What follows belongs to an exercise in optimizing a design on an open flow for small area, a short achievable clock period and few clock cycles; a production flow would make more cautious choices. Only simulation tests tie the RTL to the original design; equivalence was not proved. Power is estimated from default activity; no workload was simulated.

==> v14 <==
// codex32_lagw
module codex32_lagw (
    input  wire        clk,
    input  wire        rst,           
    input  wire        cmd_valid,
    output wire        cmd_ready,
    input  wire [15:0] cmd_word,
    input  wire        cmd_empty,     
    input  wire        in_valid,
    output wire        in_ready,
    input  wire [7:0]  in_data,
    input  wire        in_last,
    output wire        out_valid,
    input  wire        out_ready,
    output wire [7:0]  out_data,
    output wire        out_last,
    output wire [3:0]  out_status
);
    localparam integer NS = 31;      
    localparam integer QD = 8;       
    localparam integer QW = 3;       
    localparam [2:0] ST_OK       = 3'd0;
    localparam [2:0] ST_ILLEGAL  = 3'd1;
    localparam [2:0] ST_RANGE    = 3'd2;
    localparam [2:0] ST_BADFRAME = 3'd4;
    localparam [2:0] ST_DUP      = 3'd5;
    localparam [2:0] ST_TARGET   = 3'd6;
    localparam [2:0] ST_INVZERO  = 3'd7;
    localparam [1:0] OP_ILLEGAL = 2'd0;
    localparam [1:0] OP_GFMUL   = 2'd1;
    localparam [1:0] OP_GFINV   = 2'd2;
    localparam [1:0] OP_LAGW    = 2'd3;
    integer i;
    reg        cq0v, cq1v;
    reg  [1:0] cq0op, cq1op;
    reg  [9:0] cq0ab, cq1ab;       
    reg        cq0e, cq1e;         
    reg  [4:0] aidx;               
    reg        in_rdy;
    reg  [1:0] dec_op;
    always @(*) begin
        if (cmd_word[15:10] == 6'b001000)      dec_op = OP_GFMUL;
        else if (cmd_word[15:5] == 11'h180)    dec_op = OP_GFINV;
        else if (cmd_word[15:5] == 11'h380)    dec_op = OP_LAGW;
        else                                   dec_op = OP_ILLEGAL;
    end
    assign cmd_ready = !cq1v;
    assign in_ready  = in_rdy;
    wire cmd_fire = cmd_valid && !cq1v;
    wire in_fire  = in_valid && in_rdy;
    reg  [QW:0] desc_res;          
    reg  [5:0]  slot_res;          
    wire a_tok    = cq0v && cq0e && (desc_res != QD);
    wire a_fwd    = a_tok || in_fire;
    wire a_lag    = in_fire && (cq0op == OP_LAGW);
    wire a_slot   = a_lag && (aidx != 5'd31);
    wire a_pushes = a_tok || (in_fire && in_last);
    wire cq0_pop  = a_pushes;
    wire [4:0] a_prod, a_inv;
    gf32_mul u_amul (.a(cq0ab[4:0]), .b(cq0ab[9:5]), .p(a_prod));
  ...
Settings: LEC_CHECK=0, ABC_CLOCK_PERIOD_IN_PS=2500, CAP_MARGIN=20, CORE_MARGIN=2, CORE_UTILIZATION=40, SETUP_SLACK_MARGIN=2.5, SLEW_MARGIN=20, TNS_END_PERCENT=100; clock period 5.0 ns.
run.sh (not shown) runs the stock make flow with config.mk's settings and CLKGATE_MAP_FILE= SYNTH_SCRIPT=/design/flow/synth_recipe.tcl, a recipe that flattens the netlist after the stock synthesis.
==> v29 (differences from v14) <==
--- a/flow/design.v
+++ b/flow/design.v
@@ -143,29 +143,28 @@
     reg  [4:0] btres;              
     reg  [5:0] bk;                 
     reg        brange, bdup, bhit;
     reg  [4:0] bln;
     wire bl   = bv && blag;        
     wire ins  = bl && bslot;       
     wire fclr = bv && !btok && blast;
-    reg  [NS-1:0] occ, sf, sb;
-    reg  [4:0]    sx [0:NS-1];
+    reg  [NS-1:0] occ, sf, sb, sen;
+    reg  [4:0]    su [0:NS-1];     
     reg  [4:0]    sd [0:NS-1];
-    reg  [4:0]    so [0:NS-1];
     wire [4:0]    sm [0:NS-1];
     genvar g;
     generate
         for (g = 0; g < NS; g = g + 1) begin : slot
-            gf32_mul u_mul (.a(sd[g]), .b(so[g]), .p(sm[g]));
+            gf32_mul u_mul (.a(sd[g]), .b(sen[g] ? su[g] : 5'd1), .p(sm[g]));
         end
     endgenerate
     reg  [NS-1:0] dupv;
     always @(*) begin
         for (i = 0; i < NS; i = i + 1)
-            dupv[i] = sf[i] && (so[i] == 5'd0);
+            dupv[i] = sf[i] && (su[i] == 5'd0);
     end
     wire any_dup = |dupv;
     wire [4:0] ln_p;
     gf32_mul u_lnmul (.a(bln), .b(bxe), .p(ln_p));
     wire       f_range = (bfirst ? 1'b0 : brange) | bhi;
     wire       f_dup   = (bfirst ? 1'b0 : bdup) | any_dup | (bk == 6'd32 && !bfirst);
     wire       f_hit   = (bfirst ? 1'b0 : bhit) | bhx;
@@ -197,15 +196,15 @@
         end
     end
     wire b_push = bv && (btok || blast);
     reg  [QD-1:0] qv, qok;
     reg  [2:0]    qst [0:QD-1];
     reg  [4:0]    qd  [0:QD-1];
     reg  [4:0]    qn  [0:QD-1];
-    reg  [4:0] bc;                 
+    reg  [4:0] rem;                
     reg        hw;                 
     reg        hf;                 
     reg        he;                 
     reg        hl;                 
     reg        cp;                 
     wire pop  = (hw && cp) || hf;
     wire push = (hw || he) && cp;
@@ -229,14 +228,15 @@
     wire out_fire = obv[0] && out_ready;
     reg  [QD-1:0] nqv, nqok, sqv;
     reg  [2:0]    nqst [0:QD-1];
     reg  [4:0]    nqd  [0:QD-1];
     reg  [4:0]    nqn  [0:QD-1];
     reg  [4:0]    n_bc;
     reg           newhead;         
+    reg           newhead_ok;
     reg  [4:0]    newhead_n;
     always @(*) begin
         for (i = 0; i < QD; i = i + 1) begin
             if (deq && i + 1 < QD) begin
                 nqv[i]  = qv[(i+1)%QD];  nqok[i] = qok[(i+1)%QD];
                 nqst[i] = qst[(i+1)%QD]; nqd[i]  = qd[(i+1)%QD]; nqn[i] = qn[(i+1)%QD];
             end else if (deq) begin
@@ -250,70 +250,85 @@
         sqv = nqv;
         for (i = 0; i < QD; i = i + 1) begin
             if (cv && !sqv[i] && (i == 0 || sqv[(i+QD-1)%QD])) begin
                 nqv[i]  = 1'b1; nqok[i] = cok;
                 nqst[i] = cst;  nqd[i]  = cd; nqn[i] = cn;
             end
         end
-        n_bc = deq ? 5'd0 : (pop ? bc + 5'd1 : bc);
-        newhead   = (deq && qv[1]) || (cv && (!qv[0] || (deq && !qv[1])));
-        newhead_n = (deq && qv[1]) ? qn[1] : cn;
+        newhead    = (deq && qv[1]) || (cv && (!qv[0] || (deq && !qv[1])));
+        newhead_n  = (deq && qv[1]) ? qn[1] : cn;
+        newhead_ok = (deq && qv[1]) ? qok[1] : cok;
+        n_bc = newhead ? newhead_n : (pop ? rem - 5'd1 : rem);
     end
-    wire n_hw = nqv[0] && nqok[0];
-    wire n_hf = nqv[0] && !nqok[0] && (n_bc != nqn[0]);
-    wire n_he = nqv[0] && !nqok[0] && (n_bc == nqn[0]);
-    wire n_hl = (n_bc == nqn[0] - 5'd1);
+    wire n_hv = newhead || (qv[0] && !deq);
+    wire n_ok = newhead ? newhead_ok : qok[0];
+    wire n_hw = n_hv && n_ok;
+    wire n_hf = n_hv && !n_ok && (n_bc != 5'd0);
+    wire n_he = n_hv && !n_ok && (n_bc == 5'd0);
+    wire n_hl = (n_bc == 5'd1);
     wire [2:0] ocnt = {2'b00, s1v} + {2'b00, obv[0]} + {2'b00, obv[1]} + {2'b00, obv[2]};
     wire n_cp = (ocnt + {2'b00, push}) <= 3'd3;
     wire n_popw = n_hw && n_cp;
-    reg  [NS-1:0] tgt, nocc, nsf, nsb;
-    reg  [4:0]    nsx [0:NS-1];
+    reg  [NS-1:0] tgt, nocc, nsf, nsb, nsen;
+    reg  [4:0]    nsu [0:NS-1];
     reg  [NS:0]   occx;
+    reg           bf, bb;
+    reg  [4:0]    bu;
+    wire [4:0]    bx5_n = a_fwd ? in_data[4:0] : bx5;
+    wire [4:0]    dfr   = bx5 ^ bx5_n;
+    wire [4:0]    hbx   = pop ? su[1] : su[0];
+    wire [4:0]    fdel  = fclr ? bx5 : dfr;
+    wire [4:0]    gdel  = newhead ? hbx : (pop ? su[1] : 5'd0);
+    wire [4:0]    tval  = blast ? bx5 : (bx5 ^ bx5_n);
+    reg           isb;
     always @(*) begin
         occx = {1'b0, occ};
         for (i = 0; i < NS; i = i + 1) begin
             if (pop)
                 tgt[i] = ins && occx[i] && !occx[i+1];
             else
                 tgt[i] = ins && !occx[i] && ((i == 0) || occx[(i+NS-1)%NS]);
         end
         for (i = 0; i < NS; i = i + 1) begin
+            if (pop) begin
+                bu = (i + 1 < NS) ? su[(i+1)%NS] : 5'd0;
+                bf = (i + 1 < NS) ? sf[(i+1)%NS] : 1'b0;
+                bb = (i + 1 < NS) ? sb[(i+1)%NS] : 1'b0;
+                nocc[i] = occx[i+1];
+            end else begin
+                bu = su[i];
+                bf = sf[i];
+                bb = sb[i];
+                nocc[i] = occ[i];
+            end
+            isb = newhead ? (i < newhead_n) : bb;
             if (tgt[i]) begin
                 nocc[i] = 1'b1;
                 nsf[i]  = !blast;
-                nsx[i]  = bx5;
-            end else if (pop) begin
-                nocc[i] = occx[i+1];
-                nsf[i]  = (i + 1 < NS) ? (sf[(i+1)%NS] && !fclr) : 1'b0;
-                nsx[i]  = sx[(i+1)%NS];
+                nsu[i]  = tval;
             end else begin
-                nocc[i] = occ[i];
-                nsf[i]  = sf[i] && !fclr;
-                nsx[i]  = sx[i];
+                nsf[i]  = bf && !fclr;
+                nsu[i]  = bu ^ (({5{bf}} & fdel) | ({5{isb}} & gdel));
             end
-            if (newhead)
-                nsb[i] = (i < newhead_n);
-            else if (pop)
-                nsb[i] = (i + 1 < NS) ? sb[(i+1)%NS] : 1'b0;
-            else
-                nsb[i] = sb[i];
+            nsb[i]  = isb && !tgt[i];
+            nsen[i] = nsf[i] ? a_lag : (nsb[i] && n_popw);
         end
     end
     always @(posedge clk) begin
         if (rst) begin
             cq0v <= 1'b0; cq1v <= 1'b0;
             aidx <= 5'd0;
             in_rdy <= 1'b0;
             desc_res <= 0;
             slot_res <= 6'd0;
             bv <= 1'b0;
             cv <= 1'b0;
             qv <= 0;
-            occ <= 0; sf <= 0; sb <= 0;
-            bc <= 5'd0;
+            occ <= 0; sf <= 0; sb <= 0; sen <= 0;
+            rem <= 5'd0;
             hw <= 1'b0; hf <= 1'b0; he <= 1'b0; hl <= 1'b0;
             cp <= 1'b0;
             s1v <= 1'b0;
             obv <= 3'b000;
         end else begin
             if (cq0_pop) begin
                 if (cq1v) begin
@@ -331,17 +346,17 @@
             end
             cq0v <= n_cq0v;
             cq1v <= n_cq1v;
             aidx <= n_aidx;
             desc_res <= desc_res + {{QW{1'b0}}, a_pushes} - {{QW{1'b0}}, deq};
             slot_res <= slot_res + {5'd0, a_slot} - {5'd0, pop};
             in_rdy <= n_cq0v && !n_cq0e &&
-                      (desc_res + {{QW{1'b0}}, a_pushes} != QD) &&
+                      (a_pushes ? (desc_res < QD - 1) : (desc_res < QD)) &&
                       (!((n_cq0op == OP_LAGW) && (n_aidx != 5'd31)) ||
-                       (slot_res + {5'd0, a_slot} < NS));
+                       (a_slot ? (slot_res < NS - 1) : (slot_res < NS)));
             bv <= a_fwd;
             if (a_fwd) begin
                 btok   <= a_tok;
                 blast  <= in_last;
                 blag   <= a_lag;
                 bslot  <= a_slot;
                 bop    <= cq0op;
@@ -370,37 +385,32 @@
             qv  <= nqv;
             qok <= nqok;
             for (i = 0; i < QD; i = i + 1) begin
                 qst[i] <= nqst[i];
                 qd[i]  <= nqd[i];
                 qn[i]  <= nqn[i];
             end
-            bc <= n_bc;
+            rem <= n_bc;
             hw <= n_hw;
             hf <= n_hf;
             he <= n_he;
             hl <= n_hl;
             cp <= n_cp;
             occ <= nocc;
             sf  <= nsf;
             sb  <= nsb;
+            sen <= nsen;
             for (i = 0; i < NS; i = i + 1) begin
-                sx[i] <= nsx[i];
+                su[i] <= nsu[i];
                 if (tgt[i])
                     sd[i] <= bxe;
                 else if (pop)
                     sd[i] <= (i + 1 < NS) ? sm[(i+1)%NS] : 5'd1;
                 else
                     sd[i] <= sm[i];
-                if (nsf[i])
-                    so[i] <= a_lag ? (nsx[i] ^ in_data[4:0]) : 5'd1;
-                else if (nsb[i])
-                    so[i] <= n_popw ? (nsx[i] ^ nsx[0]) : 5'd1;
-                else
-                    so[i] <= 5'd1;
             end
             if (push) begin
                 s1w   <= hw;
                 s1inv <= d0inv;
                 s1d   <= (qst[0] == ST_OK) ? qd[0] : 5'd0;
                 s1l   <= hw ? hl : 1'b1;
                 s1st  <= qst[0];
==> v3 (differences from v14) <==
--- a/flow/design.v
+++ b/flow/design.v
@@ -143,29 +143,28 @@
     reg  [4:0] btres;              
     reg  [5:0] bk;                 
     reg        brange, bdup, bhit;
     reg  [4:0] bln;
     wire bl   = bv && blag;        
     wire ins  = bl && bslot;       
     wire fclr = bv && !btok && blast;
-    reg  [NS-1:0] occ, sf, sb;
-    reg  [4:0]    sx [0:NS-1];
+    reg  [NS-1:0] occ, sf, sb, sen;
+    reg  [4:0]    su [0:NS-1];     
     reg  [4:0]    sd [0:NS-1];
-    reg  [4:0]    so [0:NS-1];
     wire [4:0]    sm [0:NS-1];
     genvar g;
     generate
         for (g = 0; g < NS; g = g + 1) begin : slot
-            gf32_mul u_mul (.a(sd[g]), .b(so[g]), .p(sm[g]));
+            gf32_mul u_mul (.a(sd[g]), .b(sen[g] ? su[g] : 5'd1), .p(sm[g]));
         end
     endgenerate
     reg  [NS-1:0] dupv;
     always @(*) begin
         for (i = 0; i < NS; i = i + 1)
-            dupv[i] = sf[i] && (so[i] == 5'd0);
+            dupv[i] = sf[i] && (su[i] == 5'd0);
     end
     wire any_dup = |dupv;
     wire [4:0] ln_p;
     gf32_mul u_lnmul (.a(bln), .b(bxe), .p(ln_p));
     wire       f_range = (bfirst ? 1'b0 : brange) | bhi;
     wire       f_dup   = (bfirst ? 1'b0 : bdup) | any_dup | (bk == 6'd32 && !bfirst);
     wire       f_hit   = (bfirst ? 1'b0 : bhit) | bhx;
@@ -197,15 +196,15 @@
         end
     end
     wire b_push = bv && (btok || blast);
     reg  [QD-1:0] qv, qok;
     reg  [2:0]    qst [0:QD-1];
     reg  [4:0]    qd  [0:QD-1];
     reg  [4:0]    qn  [0:QD-1];
-    reg  [4:0] bc;                 
+    reg  [4:0] rem;                
     reg        hw;                 
     reg        hf;                 
     reg        he;                 
     reg        hl;                 
     reg        cp;                 
     wire pop  = (hw && cp) || hf;
     wire push = (hw || he) && cp;
@@ -229,14 +228,15 @@
     wire out_fire = obv[0] && out_ready;
     reg  [QD-1:0] nqv, nqok, sqv;
     reg  [2:0]    nqst [0:QD-1];
     reg  [4:0]    nqd  [0:QD-1];
     reg  [4:0]    nqn  [0:QD-1];
     reg  [4:0]    n_bc;
     reg           newhead;         
+    reg           newhead_ok;
     reg  [4:0]    newhead_n;
     always @(*) begin
         for (i = 0; i < QD; i = i + 1) begin
             if (deq && i + 1 < QD) begin
                 nqv[i]  = qv[(i+1)%QD];  nqok[i] = qok[(i+1)%QD];
                 nqst[i] = qst[(i+1)%QD]; nqd[i]  = qd[(i+1)%QD]; nqn[i] = qn[(i+1)%QD];
             end else if (deq) begin
@@ -250,70 +250,85 @@
         sqv = nqv;
         for (i = 0; i < QD; i = i + 1) begin
             if (cv && !sqv[i] && (i == 0 || sqv[(i+QD-1)%QD])) begin
                 nqv[i]  = 1'b1; nqok[i] = cok;
                 nqst[i] = cst;  nqd[i]  = cd; nqn[i] = cn;
             end
         end
-        n_bc = deq ? 5'd0 : (pop ? bc + 5'd1 : bc);
-        newhead   = (deq && qv[1]) || (cv && (!qv[0] || (deq && !qv[1])));
-        newhead_n = (deq && qv[1]) ? qn[1] : cn;
+        newhead    = (deq && qv[1]) || (cv && (!qv[0] || (deq && !qv[1])));
+        newhead_n  = (deq && qv[1]) ? qn[1] : cn;
+        newhead_ok = (deq && qv[1]) ? qok[1] : cok;
+        n_bc = newhead ? newhead_n : (pop ? rem - 5'd1 : rem);
     end
-    wire n_hw = nqv[0] && nqok[0];
-    wire n_hf = nqv[0] && !nqok[0] && (n_bc != nqn[0]);
-    wire n_he = nqv[0] && !nqok[0] && (n_bc == nqn[0]);
-    wire n_hl = (n_bc == nqn[0] - 5'd1);
+    wire n_hv = newhead || (qv[0] && !deq);
+    wire n_ok = newhead ? newhead_ok : qok[0];
+    wire n_hw = n_hv && n_ok;
+    wire n_hf = n_hv && !n_ok && (n_bc != 5'd0);
+    wire n_he = n_hv && !n_ok && (n_bc == 5'd0);
+    wire n_hl = (n_bc == 5'd1);
     wire [2:0] ocnt = {2'b00, s1v} + {2'b00, obv[0]} + {2'b00, obv[1]} + {2'b00, obv[2]};
     wire n_cp = (ocnt + {2'b00, push}) <= 3'd3;
     wire n_popw = n_hw && n_cp;
-    reg  [NS-1:0] tgt, nocc, nsf, nsb;
-    reg  [4:0]    nsx [0:NS-1];
+    reg  [NS-1:0] tgt, nocc, nsf, nsb, nsen;
+    reg  [4:0]    nsu [0:NS-1];
     reg  [NS:0]   occx;
+    reg           bf, bb;
+    reg  [4:0]    bu;
+    wire [4:0]    bx5_n = a_fwd ? in_data[4:0] : bx5;
+    wire [4:0]    dfr   = bx5 ^ bx5_n;
+    wire [4:0]    hbx   = pop ? su[1] : su[0];
+    wire [4:0]    fdel  = fclr ? bx5 : dfr;
+    wire [4:0]    gdel  = newhead ? hbx : (pop ? su[1] : 5'd0);
+    wire [4:0]    tval  = blast ? bx5 : (bx5 ^ bx5_n);
+    reg           isb;
     always @(*) begin
         occx = {1'b0, occ};
         for (i = 0; i < NS; i = i + 1) begin
             if (pop)
                 tgt[i] = ins && occx[i] && !occx[i+1];
             else
                 tgt[i] = ins && !occx[i] && ((i == 0) || occx[(i+NS-1)%NS]);
         end
         for (i = 0; i < NS; i = i + 1) begin
+            if (pop) begin
+                bu = (i + 1 < NS) ? su[(i+1)%NS] : 5'd0;
+                bf = (i + 1 < NS) ? sf[(i+1)%NS] : 1'b0;
+                bb = (i + 1 < NS) ? sb[(i+1)%NS] : 1'b0;
+                nocc[i] = occx[i+1];
+            end else begin
+                bu = su[i];
+                bf = sf[i];
+                bb = sb[i];
+                nocc[i] = occ[i];
+            end
+            isb = newhead ? (i < newhead_n) : bb;
             if (tgt[i]) begin
                 nocc[i] = 1'b1;
                 nsf[i]  = !blast;
-                nsx[i]  = bx5;
-            end else if (pop) begin
-                nocc[i] = occx[i+1];
-                nsf[i]  = (i + 1 < NS) ? (sf[(i+1)%NS] && !fclr) : 1'b0;
-                nsx[i]  = sx[(i+1)%NS];
+                nsu[i]  = tval;
             end else begin
-                nocc[i] = occ[i];
-                nsf[i]  = sf[i] && !fclr;
-                nsx[i]  = sx[i];
+                nsf[i]  = bf && !fclr;
+                nsu[i]  = bu ^ (({5{bf}} & fdel) | ({5{isb}} & gdel));
             end
-            if (newhead)
-                nsb[i] = (i < newhead_n);
-            else if (pop)
-                nsb[i] = (i + 1 < NS) ? sb[(i+1)%NS] : 1'b0;
-            else
-                nsb[i] = sb[i];
+            nsb[i]  = isb && !tgt[i];
+            nsen[i] = nsf[i] ? a_lag : (nsb[i] && n_popw);
         end
     end
     always @(posedge clk) begin
         if (rst) begin
             cq0v <= 1'b0; cq1v <= 1'b0;
             aidx <= 5'd0;
             in_rdy <= 1'b0;
             desc_res <= 0;
             slot_res <= 6'd0;
             bv <= 1'b0;
             cv <= 1'b0;
             qv <= 0;
-            occ <= 0; sf <= 0; sb <= 0;
-            bc <= 5'd0;
+            occ <= 0; sf <= 0; sb <= 0; sen <= 0;
+            rem <= 5'd0;
             hw <= 1'b0; hf <= 1'b0; he <= 1'b0; hl <= 1'b0;
             cp <= 1'b0;
             s1v <= 1'b0;
             obv <= 3'b000;
         end else begin
             if (cq0_pop) begin
                 if (cq1v) begin
@@ -331,17 +346,17 @@
             end
             cq0v <= n_cq0v;
             cq1v <= n_cq1v;
             aidx <= n_aidx;
             desc_res <= desc_res + {{QW{1'b0}}, a_pushes} - {{QW{1'b0}}, deq};
             slot_res <= slot_res + {5'd0, a_slot} - {5'd0, pop};
             in_rdy <= n_cq0v && !n_cq0e &&
-                      (desc_res + {{QW{1'b0}}, a_pushes} != QD) &&
+                      (a_pushes ? (desc_res < QD - 1) : (desc_res < QD)) &&
                       (!((n_cq0op == OP_LAGW) && (n_aidx != 5'd31)) ||
-                       (slot_res + {5'd0, a_slot} < NS));
+                       (a_slot ? (slot_res < NS - 1) : (slot_res < NS)));
             bv <= a_fwd;
             if (a_fwd) begin
                 btok   <= a_tok;
                 blast  <= in_last;
                 blag   <= a_lag;
                 bslot  <= a_slot;
                 bop    <= cq0op;
@@ -370,37 +385,32 @@
             qv  <= nqv;
             qok <= nqok;
             for (i = 0; i < QD; i = i + 1) begin
                 qst[i] <= nqst[i];
                 qd[i]  <= nqd[i];
                 qn[i]  <= nqn[i];
             end
-            bc <= n_bc;
+            rem <= n_bc;
             hw <= n_hw;
             hf <= n_hf;
             he <= n_he;
             hl <= n_hl;
             cp <= n_cp;
             occ <= nocc;
             sf  <= nsf;
             sb  <= nsb;
+            sen <= nsen;
             for (i = 0; i < NS; i = i + 1) begin
-                sx[i] <= nsx[i];
+                su[i] <= nsu[i];
                 if (tgt[i])
                     sd[i] <= bxe;
                 else if (pop)
                     sd[i] <= (i + 1 < NS) ? sm[(i+1)%NS] : 5'd1;
                 else
                     sd[i] <= sm[i];
-                if (nsf[i])
-                    so[i] <= a_lag ? (nsx[i] ^ in_data[4:0]) : 5'd1;
-                else if (nsb[i])
-                    so[i] <= n_popw ? (nsx[i] ^ nsx[0]) : 5'd1;
-                else
-                    so[i] <= 5'd1;
             end
             if (push) begin
                 s1w   <= hw;
                 s1inv <= d0inv;
                 s1d   <= (qst[0] == ST_OK) ? qd[0] : 5'd0;
                 s1l   <= hw ? hl : 1'b1;
                 s1st  <= qst[0];
CORE_UTILIZATION = 60   (was 40)
==> v6 (differences from v14) <==
ABC_CLOCK_PERIOD_IN_PS = not set   (was 2500)
SETUP_SLACK_MARGIN = not set   (was 2.5)
TNS_END_PERCENT = not set   (was 100)
==> summary of the runs <==
- v14 finished with timing, DRC and antenna clean. v6 completed with no timing, DRC or antenna violations. v3 produced a clean layout. v29 completed without violations.
- The highest combinational power belongs to v14, the lowest to v3.
- Hold slack, lowest first: v29, v3, v6, v14.
- Between v3 and v6, the lower clock power is in v3 (gap about 15%, measured against v6).
- Register-to-register slack, highest first: v3, v29, v14, v6.
- Against v3, the clock skew of v29 is higher by 0.019 ns.
- Between v3 and v29, the lower die area is in v3 (gap about 33%, measured against v29).
- In v29 the sequential power is lower than in v14, by about 32%.
- Synthesized cell count is the same in v6 and v14.
==> figures <==
Multi-input comb cells: v14 4484; v3 4864; v29 4869; v6 4463
Routing usage on met3: v14 0.0366; v3 0.103; v29 0.0658; v6 0.0332
Layout Cells excl Fill: v14 7762; v3 7536; v29 8197; v6 7575
Setup skew after layout: v14 0.0721 ns; v3 0.0258 ns; v29 0.0453 ns; v6 0.0279 ns
Latest clock arrival within the worst-skew pair: v14 0.75 ns; v3 0.70 ns; v29 0.71 ns; v6 0.71 ns
Power share of the clock group: v14 0.223; v3 0.337; v29 0.344; v6 0.224
Leakage power summed over all cells: v14 0.0228 uW; v3 0.0238 uW; v29 0.0241 uW; v6 0.0211 uW
Adder and majority cell fraction of the synthesized area: v14 0.0116; v3 0.0104; v29 0.0104; v6 0.0116
Status: v14 complete, no violations; v3 complete, no violations; v29 complete, no violations; v6 complete, no violations
Power density cells: v14 519 nW/um^2; v3 292 nW/um^2; v29 292 nW/um^2; v6 548 nW/um^2
Maximum fanout encountered on the critical timing path: v14 11; v3 7; v29 8; v6 14
Via count of the first global-routing pass: v14 43300; v3 43800; v29 44300; v6 41300
P_sw: v14 12600 uW; v3 5980 uW; v29 6130 uW; v6 12100 uW
Overall routing resource usage: v14 0.249; v3 0.381; v29 0.254; v6 0.231
Buffering stage count on the worst path with inverters included: v14 4; v3 2; v29 5; v6 1
Non-clock buffer count in the final layout: v14 337; v3 528; v29 580; v6 174
P_comb: v14 15400 uW; v3 4970 uW; v29 5070 uW; v6 14700 uW
Period minus WS final: v14 3.23 ns; v3 2.76 ns; v29 2.78 ns; v6 3.86 ns
Testbench counts of v14, summed over its fixed seeds: cycles 3,017.
Testbench counts of v29, summed over its fixed seeds: cycles 3,017.
Testbench counts of v3, summed over its fixed seeds: cycles 3,017.
Testbench counts of v6, summed over its fixed seeds: cycles 3,017.

separate check: timing with driven ports:
In the flow no input, the clock included, has a driving cell. The finished layouts below were timed again as built, in two steps.
Step 1 sets driving cells, clkbuf_16 on the clock port and buf_2 on the other inputs (assumed; they add their load-dependent delay and slew).
Step 2 moves the port delays by t, midway between the first and last clock arrival at a register: inputs arrive t later, outputs are due t later. That takes back most of the time a late clock gives input paths.
Slacks: no drivers / after step 1 / after step 2; pairs: no drivers / after step 1.
run | t (ns) | setup slack, ns | hold slack, ns | worst setup path at the end | worst slew at a driven data input, ns
v14 | 0.783 | 1.771 / 1.771 / 1.506 | 0.489 / 0.489 / 0.489 | input to register | 0.05
v29 | 0.768 | 2.219 / 2.219 / 1.561 | 0.447 / 0.447 / 0.447 | input to register | 0.06
v3 | 0.752 | 2.240 / 2.240 / 1.584 | 0.453 / 0.453 / 0.453 | input to register | 0.04
v6 | 0.768 | 1.143 / 1.143 / 0.798 | 0.453 / 0.453 / 0.453 | input to register | 0.04
After both steps every run listed still meets setup and hold. The setup slack of v29, which loses most, moves by 0.000 ns with the drivers and by -0.658 ns with both steps.
